From an optimization exercise on the open Yosys and OpenROAD flow, aimed at small area, a short achievable clock period and few clock cycles; shortcuts taken in it are not production practice. The RTL was checked by simulation tests, not by an equivalence proof against the original design. Power figures rest on the tool's default switching activity, not on a simulated workload.

==> flow/design.v <==
module fcodec (
    input  wire        clk,
    input  wire        rst,
    input  wire        bus_req,
    input  wire        bus_we,
    input  wire [1:0]  bus_size,    
    input  wire [11:0] bus_addr,
    input  wire [31:0] bus_wdata,
    output wire        bus_ready,
    output reg  [31:0] bus_rdata,
    output wire        bus_err
);
    localparam [2:0] OP_NOP = 3'd0, OP_ENCODE = 3'd1, OP_DECODE = 3'd2, OP_VERIFY = 3'd3;
    localparam [3:0] ERR_OK = 4'd0, ERR_NAR = 4'd1, ERR_TRUNC = 4'd2, ERR_ILL = 4'd3;
    localparam [2:0] TAG_NONE = 3'd0, TAG_V = 3'd1, TAG_I = 3'd2, TAG_P = 3'd3,
                     TAG_STR = 3'd4, TAG_UNK = 3'd5;
    function [7:0] sum4;
        input [31:0] w;
        sum4 = w[7:0] + w[15:8] + w[23:16] + w[31:24];
    endfunction
    function prn;
        input [7:0] b;
        prn = (b >= 8'h20) && (b <= 8'h7E);
    endfunction
    function [2:0] pc4;
        input [31:0] w;
        pc4 = {2'd0, prn(w[7:0])} + {2'd0, prn(w[15:8])} +
              {2'd0, prn(w[23:16])} + {2'd0, prn(w[31:24])};
    endfunction
    function [31:0] below;
        input [31:0] w;
        input [1:0]  n;
        below = w & ((32'd1 << (8 * n)) - 32'd1);
    endfunction
    reg  [2:0]  ctrl_op;
    reg  [1:0]  ctrl_sel;
    reg  [3:0]  st_err;
    reg         st_ok;
    reg         st_present;
    reg  [2:0]  st_lastop;
    reg  [31:0] enc_hdr;
    reg  [8:0]  tx_len;
    reg  [8:0]  rx_len;
    reg  [7:0]  res_reg;
    reg  [7:0]  res_len;
    reg  [2:0]  res_tag;
    reg  [31:0] res_val;
    reg  [8:0]  disp_len;
    reg  [7:0]  csum_calc;
    reg  [7:0]  csum_recv;
    reg  [32*65-1:0] tx_buf;
    reg  [32*65-1:0] rx_buf;
    reg  [28*64-1:0] disp_buf;
    reg  [6:0]  qa_tx, qa_rx;   reg [5:0] qa_dp;
    reg  [31:0] q_tx,  q_rx;    reg [27:0] q_dp;
    reg         qv_tx, qv_rx,   qv_dp;
    reg  [6:0]  na_tx, na_rx;   reg [5:0] na_dp;    
    reg  [31:0] tx_rd, rx_rd;
    reg  [27:0] dp_rd;
    integer k;
    always @(*) begin
        tx_rd = 32'd0;
        rx_rd = 32'd0;
        dp_rd = 28'd0;
        for (k = 0; k < 65; k = k + 1) begin
            tx_rd = tx_rd | ({32{na_tx == k}} & tx_buf[32*k +: 32]);
            rx_rd = rx_rd | ({32{na_rx == k}} & rx_buf[32*k +: 32]);
        end
        for (k = 0; k < 64; k = k + 1)
            dp_rd = dp_rd | ({28{na_dp == k}} & disp_buf[28*k +: 28]);
    end
    wire [9:0] boff = bus_addr[9:0];
    wire [7:0] word = boff[9:2];
    wire [6:0] w7   = word[6:0];
    wire misaligned = (bus_size == 2'd3) ||
                      (bus_size == 2'd1 && bus_addr[0]) ||
                      (bus_size == 2'd2 && bus_addr[1:0] != 2'b00);
    wire in_regs = (bus_addr < 12'h024);
    wire in_tx   = (bus_addr[11:10] == 2'b01) && (boff < 10'h104);
    wire in_rx   = (bus_addr[11:10] == 2'b10) && (boff < 10'h104);
    wire in_disp = (bus_addr[11:10] == 2'b11) && (boff < 10'h100);
    wire [3:0] reg_idx = bus_addr[5:2];
    reg  access_err;
    always @(*) begin
        access_err = 1'b0;
        if (misaligned)
            access_err = 1'b1;
        else if (in_regs) begin
            if (bus_size != 2'd2)
                access_err = 1'b1;
            else if (bus_we) begin
                case (reg_idx)
                    4'd0, 4'd2: access_err = 1'b0;
                    4'd4:       access_err = (bus_wdata > 32'd260);
                    default:    access_err = 1'b1;
                endcase
            end
        end else if (in_tx || in_rx)
            access_err = 1'b0;
        else if (in_disp)
            access_err = bus_we;
        else
            access_err = 1'b1;
    end
    wire acc  = bus_req && !access_err;
    wire full = (bus_size == 2'd2);
    reg [3:0] lane_mask;
    always @(*) begin
        case (bus_size)
            2'd0:    lane_mask = 4'b0001 << bus_addr[1:0];
            2'd1:    lane_mask = 4'b0011 << bus_addr[1:0];
            default: lane_mask = 4'b1111;
        endcase
    end
    wire [31:0] lane_data = bus_wdata << (8 * bus_addr[1:0]);
    wire [31:0] lmask = {{8{lane_mask[3]}}, {8{lane_mask[2]}}, {8{lane_mask[1]}}, {8{lane_mask[0]}}};
    wire       to_next   = lane_mask[3];
    wire [6:0] next_word = to_next ? w7 + 7'd1 : w7;
    wire hit_tx = qv_tx && (w7 == qa_tx);
    wire hit_rx = qv_rx && (w7 == qa_rx);
    wire hit_dp = qv_dp && (word[5:0] == qa_dp);
    wire [7:0] rx0 = rx_buf[7:0];
    wire [7:0] rx1 = rx_buf[15:8];
    wire [7:0] rx2 = rx_buf[23:16];
    wire [7:0] rx3 = rx_buf[31:24];
    wire [7:0] enc_n = enc_hdr[31:24];
    wire [7:0] enc_r = enc_hdr[23:16];
    wire [6:0] tx_tw = {1'b0, enc_n[7:2]} + 7'd1;
    wire [1:0] tx_tb = enc_n[1:0];
    wire [6:0] rx_tw = {1'b0, rx3[7:2]} + 7'd1;
    wire [1:0] rx_tb = rx3[1:0];
    wire chk_present = (rx_len >= 9'd4) && (rx_len >= 9'd5 + {1'b0, rx3});
    wire gate_ok   = (rx_len > 9'd6) && (rx0 == 8'hF0) && (rx1 == 8'hA1);
    wire is_float  = (rx2 == 8'hC1) || (rx2 == 8'hC2);
    wire is_triple = (rx2 == 8'hC3);
    wire is_string = (rx2 == 8'hDE) || (rx2 == 8'hDF) || (rx2 == 8'hE0);
    wire fits      = ({1'b0, rx3} + 9'd4) <= rx_len;
    wire str_ok    = gate_ok && is_string && fits;
    reg  [6:0]  tq;  reg [7:0] ts1, tw1, tw0;  reg tvalid;
    reg  [6:0]  rq;  reg [7:0] rs1, rw1, rw0;  reg rvalid;
    reg  [8:0]  rc1; reg [2:0] rcw1, rcw0;
    reg         tk_tx, tk_rx, tk_mok;
    reg  [6:0]  tk_w;
    reg  [31:0] tk_m;
    reg         fb_busy, fb_rx, fb_done;
    reg  [7:0]  fb_s;
    reg  [8:0]  fb_c;
    reg         cp_busy, cp_flush;
    reg  [6:0]  cp_dw;           
    reg  [1:0]  cp_sc;           
    reg  [20:0] cp_stage;
    reg        tx_base_ok;  reg [7:0] tx_base;
    always @(*) begin
        tx_base_ok = 1'b1;
        tx_base    = 8'd0;
        if (tx_tw == 7'd1)
            tx_base = 8'd0;
        else if (fb_done && !fb_rx)
            tx_base = fb_s;
        else if (tvalid && tx_tw == tq - 7'd1)
            tx_base = ts1;
        else if (tvalid && tx_tw == tq)
            tx_base = ts1 + tw1;
        else if (tvalid && tx_tw == tq + 7'd1)
            tx_base = ts1 + tw1 + tw0;
        else
            tx_base_ok = 1'b0;
    end
    reg        rx_base_ok;  reg [7:0] rx_base;  reg [8:0] rx_basec;
    always @(*) begin
        rx_base_ok = 1'b1;
        rx_base    = 8'd0;
        rx_basec   = 9'd0;
        if (rx_tw == 7'd1) begin
            rx_base = 8'd0; rx_basec = 9'd0;
        end else if (fb_done && fb_rx) begin
            rx_base = fb_s; rx_basec = fb_c;
        end else if (rvalid && rx_tw == rq - 7'd1) begin
            rx_base = rs1; rx_basec = rc1;
        end else if (rvalid && rx_tw == rq) begin
            rx_base = rs1 + rw1; rx_basec = rc1 + rcw1;
        end else if (rvalid && rx_tw == rq + 7'd1) begin
            rx_base = rs1 + rw1 + rw0; rx_basec = rc1 + rcw1 + rcw0;
        end else
            rx_base_ok = 1'b0;
    end
    wire [31:0] tx_part   = below(q_tx, tx_tb);
    wire [31:0] rx_part   = below(q_rx, rx_tb);
    wire [7:0]  enc_sum   = (enc_r + enc_n + tx_base) + sum4(tx_part);
    wire [7:0]  chk_sum   = (rx2 + rx3 + rx_base) + sum4(rx_part);
    wire [7:0]  chk_recv  = q_rx[8*rx_tb +: 8];
    wire [8:0]  str_cnt   = rx_basec + {6'd0, pc4(rx_part)};
    wire        ctrl_wr  = acc && bus_we && in_regs && reg_idx == 4'd0;
    wire [2:0]  w_op     = bus_wdata[2:0];
    wire [1:0]  w_sel    = bus_wdata[5:4];
    wire        w_enc    = (w_op == OP_ENCODE);
    wire        w_chk    = (w_op == OP_VERIFY) || (w_op == OP_DECODE && w_sel != 2'd3);
    wire        w_dec    = (w_op == OP_DECODE && w_sel != 2'd3);
    wire        tx_at    = qv_tx && qa_tx == tx_tw;
    wire        rx_at    = qv_rx && qa_rx == rx_tw;
    wire        rx_need  = chk_present || (w_op == OP_DECODE && str_ok);
    wire        enc_go   = !fb_busy && !tk_tx && tx_base_ok && tx_at;
    wire        chk_go   = !fb_busy && !cp_busy && (!rx_need || (!tk_rx && rx_base_ok && rx_at));
    wire        cmd_go   = w_enc ? enc_go : w_chk ? chk_go : 1'b1;
    wire        fb_tx_start = !fb_busy && !fb_done && w_enc && !tk_tx && !tx_base_ok;
    wire        fb_rx_start = !fb_busy && !fb_done && w_chk && !cp_busy && !tk_rx && rx_need && !rx_base_ok;
    wire dp_avail = !cp_busy || ({1'b0, qa_dp} < cp_dw);
    wire r_tx    = bus_addr[11:10] == 2'b01;
    wire r_rx    = bus_addr[11:10] == 2'b10;
    wire r_dp    = bus_addr[11:10] == 2'b11;
    wire is_ctrl = bus_we && bus_size == 2'd2 && bus_addr == 12'h000;
    wire st_tx   = bus_req && !bus_we && r_tx && !hit_tx;
    wire st_rx   = bus_req && r_rx && (cp_busy || (!bus_we && !hit_rx));
    wire st_dp   = bus_req && !bus_we && r_dp && (!hit_dp || !dp_avail);
    wire st_ctrl = bus_req && is_ctrl && !cmd_go;
    wire stall   = st_tx || st_rx || st_dp || st_ctrl;
    assign bus_ready = bus_req && !stall;
    assign bus_err   = access_err;
    wire done    = acc && !stall;           
    wire cmd     = done && ctrl_wr;
    wire enc_cmp = cmd && w_enc;
    wire dec_cmp = cmd && w_dec;
    wire cp_start = dec_cmp && str_ok && str_cnt != 9'd0;
    wire tx_hw   = done && bus_we && in_tx;
    wire rx_hw   = done && bus_we && in_rx;
    wire hdr_wr  = done && bus_we && in_regs && reg_idx == 4'd2;
    wire len_wr  = done && bus_we && in_regs && reg_idx == 4'd4;
    wire [31:0] tx_merged = (q_tx & ~lmask) | (lane_data & lmask);
    wire [31:0] rx_merged = (q_rx & ~lmask) | (lane_data & lmask);
    wire        tx_mok    = full || hit_tx;
    wire        rx_mok    = full || hit_rx;
    wire [7:0]  tk_ms     = sum4(tk_m);
    wire [2:0]  tk_mc     = pc4(tk_m);
    wire [6:0] cp_last = (rx_tb == 2'd0) ? rx_tw - 7'd1 : rx_tw;   
    reg  [3:0] cp_v;
    reg  [2:0] cp_pos [0:3];
    reg  [2:0] cp_tot;
    reg  [6:0] cp_win [0:6];
    integer i, j;
    always @(*) begin
        for (j = 0; j < 4; j = j + 1)
            cp_v[j] = prn(q_rx[8*j +: 8]) &&
                      ((qa_rx < rx_tw) || (qa_rx == rx_tw && j < rx_tb));
        cp_pos[0] = {1'b0, cp_sc};
        for (j = 1; j < 4; j = j + 1)
            cp_pos[j] = cp_pos[j-1] + {2'd0, cp_v[j-1]};
        cp_tot = cp_pos[3] + {2'd0, cp_v[3]};
        for (i = 0; i < 7; i = i + 1) begin
            cp_win[i] = (i < 3 && i < cp_sc) ? cp_stage[7*(i % 3) +: 7] : 7'd0;
            for (j = 0; j < 4; j = j + 1)
                if (cp_v[j] && cp_pos[j] == i)
                    cp_win[i] = q_rx[8*j +: 7];
        end
    end
    wire cp_step  = cp_busy && !cp_flush;
    wire cp_wr    = (cp_step && cp_tot[2]) || (cp_busy && cp_flush);
    wire [27:0] cp_wdata = cp_flush ? {7'd0, cp_stage} :
                           {cp_win[3], cp_win[2], cp_win[1], cp_win[0]};
    always @(*) begin
        if (fb_busy && !fb_rx)
            na_tx = (qa_tx == tx_tw - 7'd1) ? tx_tw : qa_tx + 7'd1;
        else if (bus_req && r_tx)
            na_tx = st_tx ? w7 : next_word;
        else if (hdr_wr)
            na_tx = {1'b0, bus_wdata[31:26]} + 7'd1;    
        else if (enc_cmp)
            na_tx = 7'd0;                                
        else if (bus_req && is_ctrl && w_enc)
            na_tx = fb_tx_start ? 7'd1 : tx_tw;
        else
            na_tx = qa_tx;
        if (cp_busy)
            na_rx = cp_flush ? qa_rx : (qa_rx == cp_last) ? 7'd0 : qa_rx + 7'd1;
        else if (fb_busy && fb_rx)
            na_rx = (qa_rx == rx_tw - 7'd1) ? rx_tw : qa_rx + 7'd1;
        else if (cp_start)
            na_rx = 7'd1;
        else if (bus_req && r_rx)
            na_rx = st_rx ? w7 : next_word;
        else if (len_wr)
            na_rx = rx_tw;                               
        else if (bus_req && is_ctrl && w_chk)
            na_rx = fb_rx_start ? 7'd1 : rx_tw;
        else
            na_rx = qa_rx;
        if (bus_req && !bus_we && r_dp)
            na_dp = st_dp ? word[5:0] : next_word[5:0];
        else if (dec_cmp)
            na_dp = 6'd0;
        else
            na_dp = qa_dp;
    end
    always @(posedge clk) begin
        qa_tx <= na_tx;
        qa_rx <= na_rx;
        qa_dp <= na_dp;
        q_tx  <= (tx_hw && na_tx == w7) ? ((tx_rd & ~lmask) | (lane_data & lmask)) : tx_rd;
        q_rx  <= (rx_hw && na_rx == w7) ? ((rx_rd & ~lmask) | (lane_data & lmask)) : rx_rd;
        q_dp  <= dp_rd;
        tk_w  <= w7;
        tk_mok <= in_tx ? tx_mok : rx_mok;
        tk_m  <= in_tx ? tx_merged : rx_merged;
        if (rst) begin
            ctrl_op    <= 3'd0;
            ctrl_sel   <= 2'd0;
            st_err     <= 4'd0;
            st_ok      <= 1'b0;
            st_present <= 1'b0;
            st_lastop  <= 3'd0;
            enc_hdr    <= 32'd0;
            tx_len     <= 9'd0;
            rx_len     <= 9'd0;
            res_reg    <= 8'd0;
            res_len    <= 8'd0;
            res_tag    <= TAG_NONE;
            res_val    <= 32'd0;
            disp_len   <= 9'd0;
            csum_calc  <= 8'd0;
            csum_recv  <= 8'd0;
            qv_tx <= 1'b0; qv_rx <= 1'b0; qv_dp <= 1'b0;
            tq <= 7'd1; ts1 <= 8'd0; tw1 <= 8'd0; tw0 <= 8'd0; tvalid <= 1'b0;
            rq <= 7'd1; rs1 <= 8'd0; rw1 <= 8'd0; rw0 <= 8'd0; rvalid <= 1'b0;
            rc1 <= 9'd0; rcw1 <= 3'd0; rcw0 <= 3'd0;
            tk_tx <= 1'b0; tk_rx <= 1'b0;
            fb_busy <= 1'b0; fb_rx <= 1'b0; fb_done <= 1'b0; fb_s <= 8'd0; fb_c <= 9'd0;
            cp_busy <= 1'b0; cp_flush <= 1'b0; cp_dw <= 7'd0; cp_sc <= 2'd0; cp_stage <= 21'd0;
        end else begin
            qv_tx <= !enc_cmp;
            qv_rx <= 1'b1;
            qv_dp <= !(cp_wr && cp_dw[5:0] == na_dp);
            if (hdr_wr)
                enc_hdr <= bus_wdata;
            if (len_wr)
                rx_len <= bus_wdata[8:0];
            if (cmd) begin
                ctrl_op   <= w_op;
                ctrl_sel  <= w_sel;
                st_lastop <= w_op;
                fb_done   <= 1'b0;
                case (w_op)
                OP_NOP: begin
                    st_err <= ERR_OK; st_ok <= 1'b0; st_present <= 1'b0;
                end
                OP_ENCODE: begin
                    tx_len     <= {1'b0, enc_n} + 9'd5;
                    csum_calc  <= enc_sum;
                    csum_recv  <= 8'd0;
                    st_err     <= ERR_OK;
                    st_ok      <= 1'b0;
                    st_present <= 1'b0;
                end
                OP_DECODE, OP_VERIFY: begin
                    if (!w_chk) begin
                        st_err <= ERR_ILL; st_ok <= 1'b0; st_present <= 1'b0;
                    end else begin
                        if (chk_present) begin
                            csum_calc  <= chk_sum;
                            csum_recv  <= chk_recv;
                            st_ok      <= (chk_sum == chk_recv);
                            st_present <= 1'b1;
                        end else begin
                            csum_calc  <= 8'd0;
                            csum_recv  <= 8'd0;
                            st_ok      <= 1'b0;
                            st_present <= 1'b0;
                        end
                        st_err <= ERR_OK;
                        if (w_op == OP_DECODE) begin
                            res_reg  <= 8'd0;
                            res_len  <= 8'd0;
                            res_tag  <= TAG_NONE;
                            res_val  <= 32'd0;
                            disp_len <= 9'd0;
                            if (!gate_ok) begin
                                st_err <= ERR_NAR;
                            end else begin
                                res_reg <= rx2;
                                res_len <= rx3;
                                if (is_float) begin
                                    if (!fits || rx3 < 8'd4)
                                        st_err <= ERR_TRUNC;
                                    else begin
                                        res_val <= rx_buf[63:32];
                                        res_tag <= (rx2 == 8'hC1) ? TAG_V : TAG_I;
                                    end
                                end else if (is_triple) begin
                                    if (!fits || rx3 < 8'd12)
                                        st_err <= ERR_TRUNC;
                                    else begin
                                        case (w_sel)
                                            2'd0:    res_val <= rx_buf[63:32];
                                            2'd1:    res_val <= rx_buf[95:64];
                                            default: res_val <= rx_buf[127:96];
                                        endcase
                                        res_tag <= TAG_V + {1'b0, w_sel};
                                    end
                                end else if (is_string) begin
                                    if (!fits)
                                        st_err <= ERR_TRUNC;
                                    else begin
                                        res_tag  <= TAG_STR;
                                        disp_len <= str_cnt;
                                    end
                                end else begin
                                    res_tag <= TAG_UNK;
                                end
                            end
                        end
                    end
                end
                default: begin
                    st_err <= ERR_ILL; st_ok <= 1'b0; st_present <= 1'b0;
                end
                endcase
            end
            tk_tx <= tx_hw && w7 != 7'd0;
            tk_rx <= rx_hw && w7 != 7'd0;
            if (tk_tx) begin
                if (tk_w == 7'd1) begin
                    tq <= 7'd1; ts1 <= 8'd0; tw1 <= 8'd0; tw0 <= tk_ms; tvalid <= tk_mok;
                end else if (tvalid) begin
                    if (tk_w == tq - 7'd1) begin
                        if (tk_mok) tw1 <= tk_ms; else tvalid <= 1'b0;
                    end else if (tk_w == tq) begin
                        if (tk_mok) tw0 <= tk_ms; else tvalid <= 1'b0;
                    end else if (tk_w == tq + 7'd1) begin
                        if (tk_mok) begin
                            ts1 <= ts1 + tw1; tw1 <= tw0; tw0 <= tk_ms; tq <= tk_w;
                        end
                    end else if (tk_w < tq)
                        tvalid <= 1'b0;
                end
            end
            if (enc_cmp && tx_tw <= tq)
                tvalid <= 1'b0;
            if (tk_rx) begin
                if (tk_w == 7'd1) begin
                    rq <= 7'd1; rs1 <= 8'd0; rw1 <= 8'd0; rw0 <= tk_ms;
                    rc1 <= 9'd0; rcw1 <= 3'd0; rcw0 <= tk_mc; rvalid <= tk_mok;
                end else if (rvalid) begin
                    if (tk_w == rq - 7'd1) begin
                        if (tk_mok) begin rw1 <= tk_ms; rcw1 <= tk_mc; end
                        else rvalid <= 1'b0;
                    end else if (tk_w == rq) begin
                        if (tk_mok) begin rw0 <= tk_ms; rcw0 <= tk_mc; end
                        else rvalid <= 1'b0;
                    end else if (tk_w == rq + 7'd1) begin
                        if (tk_mok) begin
                            rs1 <= rs1 + rw1; rw1 <= rw0; rw0 <= tk_ms;
                            rc1 <= rc1 + {6'd0, rcw1}; rcw1 <= rcw0; rcw0 <= tk_mc;
                            rq <= tk_w;
                        end
                    end else if (tk_w < rq)
                        rvalid <= 1'b0;
                end
            end
            if (fb_busy) begin
                fb_s <= fb_s + sum4(fb_rx ? q_rx : q_tx);
                fb_c <= fb_c + {6'd0, pc4(q_rx)};
                if (fb_rx ? (qa_rx == rx_tw - 7'd1) : (qa_tx == tx_tw - 7'd1)) begin
                    fb_busy <= 1'b0;
                    fb_done <= 1'b1;
                end
            end else if (bus_req && is_ctrl && (fb_tx_start || fb_rx_start)) begin
                fb_busy <= 1'b1; fb_rx <= fb_rx_start; fb_s <= 8'd0; fb_c <= 9'd0;
            end
            if (cp_busy) begin
                if (cp_wr)
                    cp_dw <= cp_dw + 7'd1;
                if (cp_flush) begin
                    cp_flush <= 1'b0;
                    cp_busy  <= 1'b0;
                end else begin
                    cp_sc    <= cp_tot[1:0];
                    cp_stage <= cp_tot[2] ? {cp_win[6], cp_win[5], cp_win[4]}
                                          : {cp_win[2], cp_win[1], cp_win[0]};
                    if (qa_rx == cp_last) begin
                        if (cp_tot[1:0] != 2'd0)
                            cp_flush <= 1'b1;
                        else
                            cp_busy <= 1'b0;
                    end
                end
            end else if (cp_start) begin
                cp_busy  <= 1'b1;
                cp_flush <= 1'b0;
                cp_dw    <= 7'd0;
                cp_sc    <= 2'd0;
            end
        end
    end
    wire [31:0] tx_ldata = enc_cmp ? {4{enc_sum}} : lane_data;
    genvar g, b;
    generate
        for (g = 0; g < 65; g = g + 1) begin : g_tx
            for (b = 0; b < 4; b = b + 1) begin : g_b
                wire host_we = tx_hw && w7 == g && lane_mask[b];
                if (g == 0) begin : g_hdr
                    always @(posedge clk)
                        if (host_we || enc_cmp)
                            tx_buf[32*g + 8*b +: 8] <= enc_cmp ? enc_hdr[8*b +: 8] : lane_data[8*b +: 8];
                end else begin : g_pl
                    wire enc_we = enc_cmp && tx_tw == g && tx_tb == b;
                    always @(posedge clk)
                        if (host_we || enc_we)
                            tx_buf[32*g + 8*b +: 8] <= tx_ldata[8*b +: 8];
                end
            end
        end
        for (g = 0; g < 65; g = g + 1) begin : g_rx
            for (b = 0; b < 4; b = b + 1) begin : g_b
                wire host_we = rx_hw && w7 == g && lane_mask[b];
                always @(posedge clk)
                    if (host_we)
                        rx_buf[32*g + 8*b +: 8] <= lane_data[8*b +: 8];
            end
        end
        for (g = 0; g < 64; g = g + 1) begin : g_disp
            always @(posedge clk)
                if (cp_wr && cp_dw[5:0] == g)
                    disp_buf[28*g +: 28] <= cp_wdata;
        end
    endgenerate
    reg [31:0] reg_word;
    always @(*) begin
        case (reg_idx)
            4'd0:    reg_word = {26'd0, ctrl_sel, 1'b0, ctrl_op};
            4'd1:    reg_word = {21'd0, st_lastop, 2'b00, st_present, st_ok, st_err};
            4'd2:    reg_word = enc_hdr;
            4'd3:    reg_word = {23'd0, tx_len};
            4'd4:    reg_word = {23'd0, rx_len};
            4'd5:    reg_word = {13'd0, res_tag, res_len, res_reg};
            4'd6:    reg_word = res_val;
            4'd7:    reg_word = {23'd0, disp_len};
            default: reg_word = {16'd0, csum_recv, csum_calc};
        endcase
    end
    wire [8:0]  dp_base = {1'b0, qa_dp, 2'b00};
    wire [31:0] dp_word = {
        {1'b0, q_dp[27:21] & {7{(dp_base + 9'd3) < disp_len}}},
        {1'b0, q_dp[20:14] & {7{(dp_base + 9'd2) < disp_len}}},
        {1'b0, q_dp[13:7]  & {7{(dp_base + 9'd1) < disp_len}}},
        {1'b0, q_dp[6:0]   & {7{ dp_base         < disp_len}}}};
    reg [31:0] raw_word;
    always @(*) begin
        case (bus_addr[11:10])
            2'b00:   raw_word = reg_word;
            2'b01:   raw_word = q_tx;
            2'b10:   raw_word = q_rx;
            default: raw_word = dp_word;
        endcase
        case (bus_addr[1:0])
            2'd0:    bus_rdata[7:0] = raw_word[7:0];
            2'd1:    bus_rdata[7:0] = raw_word[15:8];
            2'd2:    bus_rdata[7:0] = raw_word[23:16];
            default: bus_rdata[7:0] = raw_word[31:24];
        endcase
        bus_rdata[15:8]  = (bus_size == 2'd0) ? 8'd0 : bus_addr[1] ? raw_word[31:24] : raw_word[15:8];
        bus_rdata[31:16] = (bus_size == 2'd2) ? raw_word[31:16] : 16'd0;
    end
endmodule
==> flow/run.sh <==
#!/bin/bash
# synth_recipe.tcl (not shown) runs the flow's synth.tcl, then flattens the netlist and writes it again
# the make line also repeats each setting of config.mk as NAME=value (left out here)
make -C /OpenROAD-flow-scripts/flow DESIGN_CONFIG=/design/flow/config.mk WORK_HOME=/design/flow/orfs CLKGATE_MAP_FILE= SYNTH_SCRIPT=/design/flow/synth_recipe.tcl finish
==> flow/config.mk <==
export PLATFORM = sky130hd
export DESIGN_NAME = fcodec
export DESIGN_NICKNAME = fcodec
export VERILOG_FILES = /design/flow/design.v
export SDC_FILE = /design/flow/constraint.sdc
export NUM_CORES = 8
export LEC_CHECK = 0
export CAP_MARGIN = 20
export CORE_MARGIN = 2
export CORE_UTILIZATION = 55
export PLACE_DENSITY = 0.6
export SETUP_SLACK_MARGIN = 5
export SLEW_MARGIN = 20
==> flow/constraint.sdc <==
create_clock -name core_clock -period 12.0 [get_ports {clk}]
set_input_delay 2.4000 -clock core_clock [delete_from_list [all_inputs] [get_ports {clk}]]
set_output_delay 2.4000 -clock core_clock [all_outputs]
set_load 0.01 [all_outputs]
==> out/results.ini, run 1 <==
[die]
fp.dieArea_mm2=0.465
floorplan.io_pins=84
fp.coreArea_mm2=0.457
initial_core_util_pct=55.3
num_rows=248
die-width_um=682
die_height_um=682

[clock_tree]
cts_clock_pin_slew_for_the_worst_setup_and_hold_paths_ns=0.06
tritoncts.num_buffers=643
tritoncts=built
buffer_type_at_the_clock_tree_root=sky130_fd_sc_hd__clkbuf_16
insertion_delay_ns=1.22
clock_path_buffers=4
clock-sinks=6375
cts_htree_levels=6

[synth]
synth_sequential_area_ratio_pct=74.1
postSynth.topFlopCell=sky130_fd_sc_hd__edfxtp_1
synth.avg_cell_area_um2=15.3
synthCells=16600
netlist_top_cells_area=sky130_fd_sc_hd__edfxtp_1 71%, sky130_fd_sc_hd__a22oi_1 5.0%, sky130_fd_sc_hd__dfxtp_1 3.4%, sky130_fd_sc_hd__a22o_1 2.2%, sky130_fd_sc_hd__a221oi_1 2.1%
netlist_area_mm2=0.253
yosys_warnings=3
proportion_of_netlist_area_held_by_the_largest_area_contributor_pct=70.8
synth_enable_flop_cells=5952
synth_top_area_cell=sky130_fd_sc_hd__edfxtp_1
asyncSetResetFlopFracSynth_pct=0
postSynthRegisterBits=6375
synth.net_count=16900
yosys.cell_types.count=114

[drt]
remaining_number_of_nets_flagged_by_the_antenna_check_after_routing=0
routed_via_density=7.85
remaining_drcs=0
route.final.wire_length_mm=1310
firstDrtPassIters=17
wl_per_cell_um=51.5
starting_drc_count_in_detailed_routing=45500
detailroute.via_count=200000

[global_routing]
grt_antenna_before_repair=172
grt_pass1_vias=174000
globalRouteOverflowTotal=0
groute.usage.overall_pct=54.3
grt_max_degree=110
grt_first_pass_wirelength_mm=1650

[timing]
unrepaired_setup_endpoints_after_global_routing=yes
setup_viol=0
final.period_utilization_pct=69.2
final-hold-violation-count=0
final_max_slew_viol_count=58
clock-skew-final_ns=0.0936
finalCriticalPeriod_ns=8.30
fin_tns_setup_ns=0
max_freq_mhz=120
timing_worst_slew_pin_value_ns=1.74
worst_slew_margin_rel_pct=-16.3

[status]
so.violations=max-capacitance violations, max-slew violations
outcome=finished with violations

[finish]
instances_no_fill=25600
drive_above_1_share_pct=26.9
final.fill_count=30800
nNetsFinal=19100
multi_input_logic_area_mm2=0.0726
final_common_cell=sky130_fd_sc_hd__edfxtp_1
seqCellArea_mm2=0.187
layout.cells.most_common_list=5,952 x sky130_fd_sc_hd__edfxtp_1, 1,593 x sky130_fd_sc_hd__buf_4, 1,510 x sky130_fd_sc_hd__a22oi_1, 970 x sky130_fd_sc_hd__nand2_1, 678 x sky130_fd_sc_hd__clkbuf_16
area_growth_syn_to_layout_pct=25.0
largest_registers=rx_buf x2080, tx_buf x2080, disp_buf x1792

[power_and_ir_drop]
switching_power_mw=12.2
cell_internal_pwr_mw=36.4
total_leakage_power_nw=106
p_seq_share_pct=50.8
vdd.ir_drop.worst_mv=0.195
sw_frac_of_total_pct=25.2
power_density_mw_per_mm2=154
combPwrFrac_pct=8.5
power_frac_clock_pct=40.7

[min_path]
holdPathStages=2
min_from=res_reg[5]
holdPathEnd=res_reg[5]
min_path_type=reg2reg

[worst_setup_path]
reg2reg_setup_slack_ns=3.70
critPathRequiredTime_ns=13.04
crit-reg2reg-launch=rx_buf[27]
worstSetupStartpointType=register
timing.reg2reg.worst_path_depth=30
critical_path_arrival_ns=9.34
timing.critical_path.slowest_cell_delay_ns=0.55
worst-path-max-fanout=16
critical_path.reg2reg.endpoint=q_rx[23]
crit_path_class=reg2reg
critical-path-top-cell-by-count=sky130_fd_sc_hd__buf_4
endpoint_kind=register
cpMaxStageDelayCell=sky130_fd_sc_hd__or4_4

[flow_run]
max-cap-violations=4

[placement]
gp_congestion=1.07
io_buffers=83
dp.final_hpwl_mm=819
dp.cells=22800

[synthesized netlist by cell type, types with 26 or more instances]
cell,instances
sky130_fd_sc_hd__nor3_1,214
sky130_fd_sc_hd__clkbuf_1,756
sky130_fd_sc_hd__and4_1,31
sky130_fd_sc_hd__ha_1,176
sky130_fd_sc_hd__mux2_2,68
sky130_fd_sc_hd__nor2_1,1013
sky130_fd_sc_hd__a221oi_1,606
sky130_fd_sc_hd__xnor2_1,193
sky130_fd_sc_hd__a211oi_1,84
sky130_fd_sc_hd__and2_1,107
sky130_fd_sc_hd__buf_1,102
sky130_fd_sc_hd__dfxtp_1,423
sky130_fd_sc_hd__nand2_1,1059
sky130_fd_sc_hd__inv_1,243
sky130_fd_sc_hd__nand4_1,379
sky130_fd_sc_hd__a22o_1,622
sky130_fd_sc_hd__or3_1,33
sky130_fd_sc_hd__edfxtp_1,5952
sky130_fd_sc_hd__buf_2,136
sky130_fd_sc_hd__o21ai_0,185
sky130_fd_sc_hd__a31oi_1,69
sky130_fd_sc_hd__and3_1,146
sky130_fd_sc_hd__a21o_1,33
sky130_fd_sc_hd__nor2b_1,46
sky130_fd_sc_hd__nand2b_1,42
sky130_fd_sc_hd__a32o_1,33
sky130_fd_sc_hd__o22ai_1,272
sky130_fd_sc_hd__a21oi_1,461
sky130_fd_sc_hd__o211ai_1,26
sky130_fd_sc_hd__or4_1,62
sky130_fd_sc_hd__fa_1,112
sky130_fd_sc_hd__o21a_1,42
sky130_fd_sc_hd__nand3_1,348
sky130_fd_sc_hd__a222oi_1,65
sky130_fd_sc_hd__mux2i_1,149
sky130_fd_sc_hd__a22oi_1,1665
sky130_fd_sc_hd__nor4_1,146
sky130_fd_sc_hd__a32oi_1,27
sky130_fd_sc_hd__xor2_1,82
[logic make-up after synthesis]
kind of cell    count (synthesis)  synth area share (%)
xor+xnor                      281                  1.01
compound gates               4400                  13.1
fa+ha+maj                     288                  1.76
simple gates                 3714                  7.02
mux                           225                 0.965
other cells                     1               0.00149
flops                        6375                  74.1
buf+inv                      1268                  1.98
[routing by layer]
layer	part of all wire [%]	vias to the layer above	global-route usage [%]	wire, um
met4	8.9	149	35.4	117000
met1	32	98900	69.1	425000
met3	20	5899	30.2	265000
met5	0.27	-	1.50	3500
li1	-	71600	-	-
met2	38	23900	70.5	504000
[worst max-delay path: cells and delay by family (launching register included)]
kind	cells	cell delay, ns
compound gates	8	2.05
xor+xnor	2	0.42
fa+ha+maj	3	1.15
buf+inv	5	0.99
flops	1	0.45
mux	1	0.14
simple gates	11	2.84
[final cells by class]
type,instances,share of cell area (%)
Clock buffer,857,5.45
Multi-Input combinational cell,8963,23.0
Timing Repair inverter,1,0.00357
Tap cell,6125,2.43
Clock inverter,319,0.950
Inverter,259,0.373
Antenna cell,169,0.134
Timing Repair Buffer,2483,8.31
Sequential cell,6375,59.3
[per-stage QoR]
step	hold WS (ns)	utilization [%]	instance area [um2]	power [mW]	setup slack (ns)
floorplan	0.429	-	254000	26.3	4.40
global placement	0.439	58.9	269000	28.3	0.967
detailed placement	0.445	59.0	269000	28.3	0.836
CTS	0.456	66.8	305000	47.7	4.01
global route	0.476	69.0	315000	49.1	3.68
finish	0.456	69.1	316000	48.7	3.70
[worst max path at each step]
stage | startpoint | to | slack [ns]
after floorplan | bus_addr[2] | tx_buf[1002] | 4.40
after global placement | bus_addr[3] | q_rx[30] | 0.97
after detailed placement | bus_addr[3] | q_rx[30] | 0.84
after CTS | rx_buf[27] | q_rx[22] | 4.01
after global routing | rx_buf[27] | q_rx[23] | 3.68
final | rx_buf[27] | q_rx[23] | 3.70
[power by group through the flow]
stage,registers (mW),clock network [mW],logic (mW)
floorplan,24.9,0,1.37
global placement,25.1,0,3.15
detailed placement,25.1,0,3.15
CTS,24.7,19.5,3.48
global route,24.7,20.4,4.07
finish,24.7,19.8,4.14
[repair_timing]
| action | 4_1_cts | 5_1_grt |
|---|---|---|
| pin swaps | 516 | 462 |
| gates cloned | 45 | 63 |
| resized for setup | 1680 | 959 |
| endpoints found under the setup margin | 9991 | 6615 |
| setup buffers | 877 | 402 |
| hold buffers | 0 | 0 |
Testbench counts, summed over its fixed seeds: cycles 138,024.
==> inputs of run 2 (changes only) <==
--- a/flow/config.mk
+++ b/flow/config.mk
@@ -7,7 +7,6 @@
 export LEC_CHECK = 0
 export CAP_MARGIN = 20
 export CORE_MARGIN = 2
-export CORE_UTILIZATION = 55
-export PLACE_DENSITY = 0.6
-export SETUP_SLACK_MARGIN = 5
+export CORE_UTILIZATION = 30
+export PLACE_DENSITY = 0.4
 export SLEW_MARGIN = 20
==> out/results.ini, run 2 <==
[timing]
unrepaired_setup_endpoints_after_global_routing=no
finalCriticalPeriod_ns=11.43  ; +3.13 ns
final.period_utilization_pct=95.3  ; +26 points
max_freq_mhz=87.5  ; -27%
clock-skew-final_ns=0.125  ; +0.0319 ns
final_max_slew_viol_count=0  ; -100%
setup_viol=0  ; unchanged
timing_worst_slew_pin_value_ns=1.28  ; -0.459 ns
timing.hold.ws_ns=0.454  ; -0.00257 ns
final-hold-violation-count=0  ; unchanged
worst_slew_margin_rel_pct=12.4  ; +29 points

[worst_setup_path]
timing.critical_path.max_delay_family=simple AND/OR/NAND/NOR gates
timing.critical_path.slowest_cell_delay_ns=1.06  ; +0.51 ns
worst-path-max-fanout=19  ; +3
critical-path-top-cell-by-count=sky130_fd_sc_hd__buf_4
worstPathCellList=clkdlybuf4s50_1, xor2_1, nor4_1, nand4_1, a41oi_1, o21ai_0, a211oi_1, or3_1, and4_1, o31a_1, o21a_1, buf_4, nor2_2, buf_4, and2_2, buf_4, a22oi_1, nand3_1, or4_1, nor4_1, o22ai_1
endpoint_kind=register
cpMaxStageDelayCell=sky130_fd_sc_hd__nor4_1
worstSetupStartpointType=primary input
crit_path_class=in2reg
critPathRequiredTime_ns=12.97  ; -0.07 ns
timing.critical_path.buf_inv=4  ; -1
critical_path_arrival_ns=12.41  ; +3.07 ns

[synth]
commonest_cells_in_the_synthesized_netlist=5,952 x sky130_fd_sc_hd__edfxtp_1, 1,665 x sky130_fd_sc_hd__a22oi_1, 1,059 x sky130_fd_sc_hd__nand2_1
asyncSetResetFlopFracSynth_pct=0  ; unchanged
synth_top_area_cell=sky130_fd_sc_hd__edfxtp_1
netlist_area_mm2=0.253  ; unchanged
postSynthRegisterBits=6375  ; unchanged
postSynth.topFlopCell=sky130_fd_sc_hd__edfxtp_1
netlist_top_cells_area=sky130_fd_sc_hd__edfxtp_1 71%, sky130_fd_sc_hd__a22oi_1 5.0%, sky130_fd_sc_hd__dfxtp_1 3.4%, sky130_fd_sc_hd__a22o_1 2.2%, sky130_fd_sc_hd__a221oi_1 2.1%
synth_enable_flop_cells=5952  ; unchanged
yosys_warnings=3  ; unchanged
proportion_of_netlist_area_held_by_the_largest_area_contributor_pct=70.8  ; unchanged
synthCells=16600  ; unchanged
leading_cell_type_by_number_of_instances_after_synthesis=sky130_fd_sc_hd__edfxtp_1
synth.avg_cell_area_um2=15.3  ; unchanged
synth_sequential_area_ratio_pct=74.1  ; unchanged
yosys.cell_types.count=114  ; unchanged
synth.net_count=16900  ; unchanged

[clock_tree]
tritoncts=built
cts_post_setup_buffers_inserted=0  ; -100%
postCtsResizedCells=0  ; -100%
cts_clock_pin_slew_for_the_worst_setup_and_hold_paths_ns=0.06  ; about the same
clock_path_buffers=4  ; unchanged
buffer_type_at_the_clock_tree_root=sky130_fd_sc_hd__clkbuf_16
cts_htree_levels=6  ; unchanged
clock-sinks=6375  ; unchanged
insertion_delay_ns=1.20  ; -0.02 ns
tritoncts.num_buffers=710  ; +10%
cts_hold_repair.buffers=0  ; unchanged

[global_routing]
groute.layer.met2.usage_pct=46.9  ; -24 points
global_route.usage.met3_pct=7.27  ; -23 points
grt_max_degree=70  ; -36%
top_usage_layer=met2
grt_pass1_vias=167000  ; -4.2%
groute.usage.overall_pct=32.0  ; -22 points
grt_antenna_before_repair=173  ; +0.58%
grt_first_pass_wirelength_mm=1800  ; +8.5%
globalRouteOverflowTotal=0  ; unchanged
grt_util_met1_pct=45.3  ; -24 points

[status]
outcome=no timing/DRC/antenna violations

[finish]
final_common_cell=sky130_fd_sc_hd__edfxtp_1
area_growth_syn_to_layout_pct=19.0
layout.cells.most_common_list=5,952 x sky130_fd_sc_hd__edfxtp_1, 1,664 x sky130_fd_sc_hd__a22oi_1, 1,256 x sky130_fd_sc_hd__buf_4, 1,036 x sky130_fd_sc_hd__nand2_1, 719 x sky130_fd_sc_hd__clkbuf_16
nNetsFinal=18000  ; -5.5%
drive_above_1_share_pct=16.5  ; -10 points
largest_registers=rx_buf x2080, tx_buf x2080, disp_buf x1792

[placement]
io_buffers=83  ; unchanged
dp.final_hpwl_mm=957  ; +17%
gp_congestion=0.967  ; -9.8%

[power_and_ir_drop]
vdd.ir_drop.worst_mv=0.154  ; -21%
total_leakage_power_nw=97.7  ; -7.9%
power_density_mw_per_mm2=167  ; +8.0%
finalPower_mw=50.0  ; +2.8%

[drt]
detailroute.via_count=183000  ; -8.6%
wl_per_cell_um=47.8  ; -7.2%
route.final.wire_length_mm=1410  ; +7.4%
starting_drc_count_in_detailed_routing=33100  ; -27%
remaining_number_of_nets_flagged_by_the_antenna_check_after_routing=0  ; unchanged
remaining_drcs=0  ; unchanged
routed_via_density=6.20  ; -21%
firstDrtPassIters=7  ; -10

[die]
num_rows=337  ; +36%
fp.coreArea_mm2=0.840  ; +84%
floorplan.io_pins=84  ; unchanged
fp.dieArea_mm2=0.849  ; +83%
die_height_um=921  ; +35%
initial_core_util_pct=30.0  ; -25 points
die-width_um=921  ; +35%

[min_path]
min_path_type=reg2reg

[flow_run]
max-cap-violations=0  ; -4

-- run 2: cell counts after synthesis --
Identical to the previous run, type by type.
-- run 2: final timing paths --
check                           cells after the start        start    endpoint  slack (ns)
worst max register to register                     30   rx_buf[26]     q_rx[4]        0.60
worst max-delay path                               21  bus_addr[7]     q_rx[4]        0.57
worst min-delay path                                2   res_tag[2]  res_tag[2]        0.45
worst min register to register                      2   res_tag[2]  res_tag[2]        0.45
-- run 2: power by group --
part | leakage, nW | internal [mW] | total, mW | switching, mW
registers | 57.7 | 24.4 | 24.9 | 0.531
logic | 29.0 | 0.833 | 3.20 | 2.36
clock network | 11.1 | 12.3 | 21.9 | 9.67
-- run 2: cell families (layout without fill, tap and decap cells) --
logic type,after synthesis,count (layout),synth area share [%]
flops,6375,6375,74.1
fa+ha+maj,288,288,1.76
compound gates,4400,4400,13.1
xor+xnor,281,281,1.01
mux,225,225,0.965
simple gates,3714,3714,7.02
buf+inv,1268,2982,1.98
other cells,1,100,0.00149
-- run 2: worst register-to-register path: cells and delay by family (launching register included) --
family	cells	cell delay, ns
buffers and inverters	5	1.27
xor gates and xnor gates	2	0.57
and+or+nand+nor	12	5.31
adders and majority gates	4	1.87
AOI/OAI and AO/OA	7	1.73
DFF	1	0.49
-- run 2: through the flow --
step / setup slack (ns) / area [um2] / setup TNS, ns / utilization, % / std cells
6_report: 0.567 / 300000 / 0 / 35.7 / 29600
3_5_place_dp: -0.0123 / 277000 / -0.0123 / 33.0 / 28100
2_1_floorplan: 2.68 / 253000 / 0 / - / 16600
5_1_grt: 0.569 / 300000 / 0 / 35.7 / 29500
3_3_place_gp: -0.00263 / 277000 / -0.00263 / 32.9 / 28100
4_1_cts: 0.984 / 300000 / 0 / 35.7 / 29400
-- run 2: cell type report --
class | count | area [um2]
inverters | 259 | 985
diodes | 99 | 248
multi-input cells | 8909 | 63200
flip-flops and latches | 6375 | 187000
clock inverters | 325 | 3400
clock buffers | 975 | 19400
repair buffers | 1423 | 11900
well taps | 11200 | 14000
fillers | 80200 | 540000
-- run 2: layer usage --
layer / part of all wire (%) / wire length (um)
met2: 43 / 604000
met1: 42 / 587000
met5: 0.021 / 303
met3: 11 / 149000
met4: 5.1 / 72000
==> inputs of run 3 (changes only) <==
--- a/flow/design.v
+++ b/flow/design.v
@@ -145,7 +145,8 @@
     reg         fb_busy, fb_rx, fb_done;
     reg  [7:0]  fb_s;
     reg  [8:0]  fb_c;
-    reg         cp_busy, cp_flush;
+    reg         cp_busy, cp_flush, cp_load;
+    reg         enc_pend, dec_pend;    
     reg  [6:0]  cp_dw;           
     reg  [1:0]  cp_sc;           
     reg  [20:0] cp_stage;
@@ -221,8 +222,8 @@
     wire enc_cmp = cmd && w_enc;
     wire dec_cmp = cmd && w_dec;
     wire cp_start = dec_cmp && str_ok && str_cnt != 9'd0;
-    wire tx_hw   = done && bus_we && in_tx;
-    wire rx_hw   = done && bus_we && in_rx;
+    wire tx_hw   = bus_req && bus_we && in_tx && !misaligned;
+    wire rx_hw   = bus_req && bus_we && in_rx && !misaligned && !cp_busy;
     wire hdr_wr  = done && bus_we && in_regs && reg_idx == 4'd2;
     wire len_wr  = done && bus_we && in_regs && reg_idx == 4'd4;
     wire [31:0] tx_merged = (q_tx & ~lmask) | (lane_data & lmask);
@@ -252,7 +253,7 @@
                     cp_win[i] = q_rx[8*j +: 7];
         end
     end
-    wire cp_step  = cp_busy && !cp_flush;
+    wire cp_step  = cp_busy && !cp_flush && !cp_load;
     wire cp_wr    = (cp_step && cp_tot[2]) || (cp_busy && cp_flush);
     wire [27:0] cp_wdata = cp_flush ? {7'd0, cp_stage} :
                            {cp_win[3], cp_win[2], cp_win[1], cp_win[0]};
@@ -260,32 +261,30 @@
         if (fb_busy && !fb_rx)
             na_tx = (qa_tx == tx_tw - 7'd1) ? tx_tw : qa_tx + 7'd1;
         else if (bus_req && r_tx)
-            na_tx = st_tx ? w7 : next_word;
-        else if (hdr_wr)
+            na_tx = hit_tx ? next_word : w7;
+        else if (bus_req && bus_we && bus_addr == 12'h008)
             na_tx = {1'b0, bus_wdata[31:26]} + 7'd1;    
-        else if (enc_cmp)
-            na_tx = 7'd0;                                
         else if (bus_req && is_ctrl && w_enc)
             na_tx = fb_tx_start ? 7'd1 : tx_tw;
+        else if (enc_pend)
+            na_tx = 7'd0;                                
         else
             na_tx = qa_tx;
         if (cp_busy)
-            na_rx = cp_flush ? qa_rx : (qa_rx == cp_last) ? 7'd0 : qa_rx + 7'd1;
+            na_rx = cp_load ? 7'd1 : cp_flush ? qa_rx : (qa_rx == cp_last) ? 7'd0 : qa_rx + 7'd1;
         else if (fb_busy && fb_rx)
             na_rx = (qa_rx == rx_tw - 7'd1) ? rx_tw : qa_rx + 7'd1;
-        else if (cp_start)
-            na_rx = 7'd1;
         else if (bus_req && r_rx)
-            na_rx = st_rx ? w7 : next_word;
-        else if (len_wr)
+            na_rx = hit_rx ? next_word : w7;
+        else if (bus_req && bus_we && bus_addr == 12'h010)
             na_rx = rx_tw;                               
         else if (bus_req && is_ctrl && w_chk)
             na_rx = fb_rx_start ? 7'd1 : rx_tw;
         else
             na_rx = qa_rx;
         if (bus_req && !bus_we && r_dp)
-            na_dp = st_dp ? word[5:0] : next_word[5:0];
-        else if (dec_cmp)
+            na_dp = (hit_dp && dp_avail) ? next_word[5:0] : word[5:0];
+        else if (dec_pend)
             na_dp = 6'd0;
         else
             na_dp = qa_dp;
@@ -323,11 +322,14 @@
             rc1 <= 9'd0; rcw1 <= 3'd0; rcw0 <= 3'd0;
             tk_tx <= 1'b0; tk_rx <= 1'b0;
             fb_busy <= 1'b0; fb_rx <= 1'b0; fb_done <= 1'b0; fb_s <= 8'd0; fb_c <= 9'd0;
+            enc_pend <= 1'b0; dec_pend <= 1'b0; cp_load <= 1'b0;
             cp_busy <= 1'b0; cp_flush <= 1'b0; cp_dw <= 7'd0; cp_sc <= 2'd0; cp_stage <= 21'd0;
         end else begin
             qv_tx <= !enc_cmp;
             qv_rx <= 1'b1;
             qv_dp <= !(cp_wr && cp_dw[5:0] == na_dp);
+            enc_pend <= enc_cmp;
+            dec_pend <= dec_cmp;
             if (hdr_wr)
                 enc_hdr <= bus_wdata;
             if (len_wr)
@@ -467,7 +469,9 @@
             if (cp_busy) begin
                 if (cp_wr)
                     cp_dw <= cp_dw + 7'd1;
-                if (cp_flush) begin
+                if (cp_load)
+                    cp_load <= 1'b0;
+                else if (cp_flush) begin
                     cp_flush <= 1'b0;
                     cp_busy  <= 1'b0;
                 end else begin
@@ -483,6 +487,7 @@
                 end
             end else if (cp_start) begin
                 cp_busy  <= 1'b1;
+                cp_load  <= 1'b1;
                 cp_flush <= 1'b0;
                 cp_dw    <= 7'd0;
                 cp_sc    <= 2'd0;
--- a/flow/config.mk
+++ b/flow/config.mk
@@ -7,6 +7,7 @@
 export LEC_CHECK = 0
 export CAP_MARGIN = 20
 export CORE_MARGIN = 2
-export CORE_UTILIZATION = 30
-export PLACE_DENSITY = 0.4
+export CORE_UTILIZATION = 55
+export PLACE_DENSITY = 0.6
+export SETUP_SLACK_MARGIN = 5
 export SLEW_MARGIN = 20
==> out/results.ini, run 3 <==
[status]
outcome=no timing/DRC/antenna violations

[worst_setup_path]
critPathRequiredTime_ns=9.60  ; -3.37 ns
crit_path_class=in2out
worstSetupStartpointType=primary input
worst-path-max-fanout=5  ; -14
timing.reg2reg.worst_path_depth=33  ; +10%
critical_path_arrival_ns=5.32  ; -7.09 ns
endpoint_kind=output port

[global_routing]
grt_util_met1_pct=69.2  ; +24 points
grt_pass1_vias=178000  ; +6.7%
grt_first_pass_wirelength_mm=1710  ; -5.0%
grt_antenna_before_repair=190  ; +9.8%
top_usage_layer=met2
grt_max_degree=84  ; +20%
globalRouteOverflowTotal=0  ; unchanged
groute.usage.overall_pct=55.3  ; +23 points
groute.layer.met2.usage_pct=71.1  ; +24 points
global_route.usage.met3_pct=31.9  ; +25 points

[synth]
netlist_top_cells_area=sky130_fd_sc_hd__edfxtp_1 70%, sky130_fd_sc_hd__a22oi_1 5.3%, sky130_fd_sc_hd__dfxtp_1 3.3%, sky130_fd_sc_hd__nand2_1 1.6%, sky130_fd_sc_hd__a221oi_1 1.5%
synth.net_count=17400  ; +2.8%
commonest_cells_in_the_synthesized_netlist=5,952 x sky130_fd_sc_hd__edfxtp_1, 1,791 x sky130_fd_sc_hd__a22oi_1, 1,056 x sky130_fd_sc_hd__nand2_1
proportion_of_netlist_area_held_by_the_largest_area_contributor_pct=70.0  ; -0.77 points
synth_enable_flop_cells=5952  ; unchanged
mux_share_of_post_synthesis_cell_area_pct=1.51  ; +0.54 points
asyncSetResetFlopFracSynth_pct=0  ; unchanged
synth_top_family_by_area=compound AO/OA/AOI/OAI gates
synth.avg_cell_area_um2=15.0  ; -1.7%
postSynthRegisterBits=6378  ; +0.047%
yosys.cell_types.count=105  ; -7.9%
synth-adder-area-share_pct=1.75  ; -0.014 points
synth_sequential_area_ratio_pct=73.3  ; -0.79 points
postSynth.topFlopCell=sky130_fd_sc_hd__edfxtp_1
synthSimpleGateAreaFrac_pct=7.51  ; +0.49 points
yosys_warnings=3  ; unchanged
synth_compound_gate_area_share_pct=12.8  ; -0.28 points
netlist_area_mm2=0.255  ; +1.1%
leading_cell_type_by_number_of_instances_after_synthesis=sky130_fd_sc_hd__edfxtp_1
synth_xor_xnor_area_share_pct=1.07  ; +0.059 points
synth_top_area_cell=sky130_fd_sc_hd__edfxtp_1
synthCells=17000  ; +2.9%

[die]
initial_core_util_pct=55.1  ; +25 points
fp.dieArea_mm2=0.470  ; -45%
floorplan.io_pins=84  ; unchanged
fp.coreArea_mm2=0.463  ; -45%
die-width_um=685  ; -26%
die_height_um=685  ; -26%
num_rows=250  ; -26%

[drt]
wl_per_cell_um=52.4  ; +9.7%
starting_drc_count_in_detailed_routing=48000  ; +45%
detailroute.via_count=203000  ; +11%
remaining_drcs=0  ; unchanged
routed_via_density=7.97  ; +29%
route.final.wire_length_mm=1340  ; -5.4%
remaining_number_of_nets_flagged_by_the_antenna_check_after_routing=0  ; unchanged
firstDrtPassIters=12  ; +5

[timing]
finalCriticalPeriod_ns=7.72  ; -3.71 ns
clock-skew-final_ns=0.106  ; -0.0200 ns
max_freq_mhz=130  ; +48%
final-hold-violation-count=0  ; unchanged
timing_worst_slew_pin_value_ns=1.45  ; +0.173 ns
unrepaired_setup_endpoints_after_global_routing=yes
fin_tns_setup_ns=0  ; unchanged
setup_viol=0  ; unchanged
worst_slew_margin_rel_pct=2.33  ; -10 points
final_max_slew_viol_count=0  ; unchanged
final.period_utilization_pct=64.3  ; -31 points

[finish]
finish.utilization_pct=66.0  ; +30 points
nNetsFinal=18900  ; +5.0%
fin_area_mm2=0.306  ; +1.7%
layout.cells.most_common_list=5,952 x sky130_fd_sc_hd__edfxtp_1, 1,773 x sky130_fd_sc_hd__a22oi_1, 1,501 x sky130_fd_sc_hd__buf_4, 1,000 x sky130_fd_sc_hd__nand2_1, 708 x sky130_fd_sc_hd__nor2_1
final_common_cell=sky130_fd_sc_hd__edfxtp_1
instances_no_fill=25500  ; -14%
drive_above_1_share_pct=21.6  ; +5.1 points
largest_registers=rx_buf x2080, tx_buf x2080, disp_buf x1792
area_growth_syn_to_layout_pct=19.7

[clock_tree]
tritoncts.num_buffers=650  ; -8.5%
tritoncts=built
cts_htree_levels=6  ; unchanged
insertion_delay_ns=1.20  ; about the same
clock-sinks=6378  ; +0.047%
buffer_type_at_the_clock_tree_root=sky130_fd_sc_hd__clkbuf_16
clock_path_buffers=4  ; unchanged
cts_clock_pin_slew_for_the_worst_setup_and_hold_paths_ns=0.07  ; about the same

[placement]
dp.cells=23500  ; -17%
postPlaceCellArea_mm2=0.272  ; -1.7%
io_buffers=83  ; unchanged
dp.final_hpwl_mm=870  ; -9.0%
gp_congestion=1.12  ; +16%

[power_and_ir_drop]
finalPower_mw=55.7  ; +11%
total_leakage_power_nw=99.8  ; +2.1%
vdd.ir_drop.worst_mv=0.218  ; +42%
power_density_mw_per_mm2=182  ; +9.4%

[flow_run]
max-cap-violations=0  ; unchanged

[min_path]
min_path_type=reg2reg
holdPathStages=2  ; unchanged

==> run 3: cell families (layout without fill, tap and decap cells) <==
logic type | after synthesis | in the layout
other | 0 | 204
adder cells (fa/ha/maj) | 289 | 289
XOR/XNOR | 299 | 299
buffers and inverters | 1270 | 3345
AND/OR/NAND/NOR | 3972 | 3985
flip-flops | 6378 | 6378
AO/OA/AOI/OAI | 4459 | 4459
multiplexers | 359 | 359
==> run 3: final timing paths <==
check / start / to / slack [ns]
setup / recovery: bus_addr[3] / bus_rdata[2] / 4.28
hold / removal: csum_recv[6] / csum_recv[6] / 0.46
setup reg to reg: ts1[0] / tx_buf[143] / 4.40
hold reg to reg: csum_recv[6] / csum_recv[6] / 0.46
==> run 3: area by class of cell <==
type / count / area [um2]
Antenna cell: 204 / 510
Multi-Input combinational cell: 9391 / 70700
Clock inverter: 314 / 3200
Fill cell: 33100 / 157000
Clock buffer: 871 / 17600
Inverter: 254 / 1040
Sequential cell: 6378 / 187000
Tap cell: 6174 / 7720
Timing Repair Buffer: 1906 / 17600
==> run 3: critical path: stages <==
cell	delay, ns
sky130_fd_sc_hd__buf_12	0.12
sky130_fd_sc_hd__buf_12	0.13
sky130_fd_sc_hd__ha_4	0.19
sky130_fd_sc_hd__nor3b_4	0.18
sky130_fd_sc_hd__buf_8	0.16
sky130_fd_sc_hd__buf_6	0.12
sky130_fd_sc_hd__a22oi_2	0.42
sky130_fd_sc_hd__nand4_1	0.25
sky130_fd_sc_hd__o211a_1	0.23
sky130_fd_sc_hd__a211oi_4	0.49
sky130_fd_sc_hd__nor3_4	0.12
sky130_fd_sc_hd__nor2b_1	0.14
sky130_fd_sc_hd__o21a_1	0.14
sky130_fd_sc_hd__nor2_2	0.05
sky130_fd_sc_hd__buf_2	0.14
==> run 3: metal layers <==
layer / vias to the layer above / wire (um)
met4: 154 / 125000
met3: 6259 / 268000
met2: 24300 / 508000
li1: 72000 / -
met5: - / 2970
met1: 101000 / 431000
==> run 3: stage by stage <==
step | worst slack (ns) | hold slack, ns
2_1_floorplan | 4.50 | 0.429
4_1_cts | 4.50 | 0.459
3_3_place_gp | 1.55 | 0.445
3_5_place_dp | 1.66 | 0.451
5_1_grt | 4.34 | 0.475
6_report | 4.28 | 0.462
==> run 3: repair_timing <==
item | 4_1_cts | 5_1_grt
cloned | 34 | 20
gates resized for setup | 968 | 366
hold buffers | 0 | 0
endpoints found under the setup margin | 7957 | 4517
pin swaps | 237 | 129
hold endpoints to repair | 0 | 0
setup buffers | 438 | 136
==> run 3: report_power, final <==
| part | total (mW) | switching [mW] | internal [mW] |
|---|---|---|---|
| registers | 25.6 | 0.354 | 25.2 |
| clock network | 20.3 | 9.05 | 11.2 |
| logic | 9.83 | 7.35 | 2.49 |
Testbench counts of run 3, summed over its fixed seeds: cycles 138,277.

[what the ideal ports hide]
The flow's constraints put no driver on any port. The routed layouts listed below were extracted and timed again, unchanged, in two steps. Step 1 sets driving cells, clkbuf_16 on the clock port and buf_2 on the other inputs (assumed; they add their load-dependent delay and slew). Step 2 moves the port delays by t, midway between the first and last clock arrival at a register: inputs arrive t later, outputs are due t later. That takes back most of the time a late clock gives input paths. Slacks: ideal ports / drivers / drivers and shift; pairs: ideal ports / drivers.
| run | shift t [ns] | slack for setup (ns) | hold WS [ns] | worst register clock-pin slew, ns | worst slew at a driven data input, ns |
|---|---|---|---|---|---|
| run 1 | 1.277 | 3.696 / 3.696 / 3.042 | 0.456 / 0.456 / 0.456 | 0.07 / 0.07 | 0.35 |
| run 2 | 1.299 | 0.567 / 0.497 / -0.802 | 0.454 / 0.454 / 0.454 | 0.07 / 0.07 | 0.25 |
| run 3 | 1.292 | 4.280 / 4.102 / 3.473 | 0.462 / 0.462 / 0.462 | 0.08 / 0.08 | 0.39 |
Met with ideal ports but missed after step 2: setup timing in run 2. The setup slack of run 2, which loses most, moves by -0.070 ns with the drivers and by -1.369 ns with both steps.
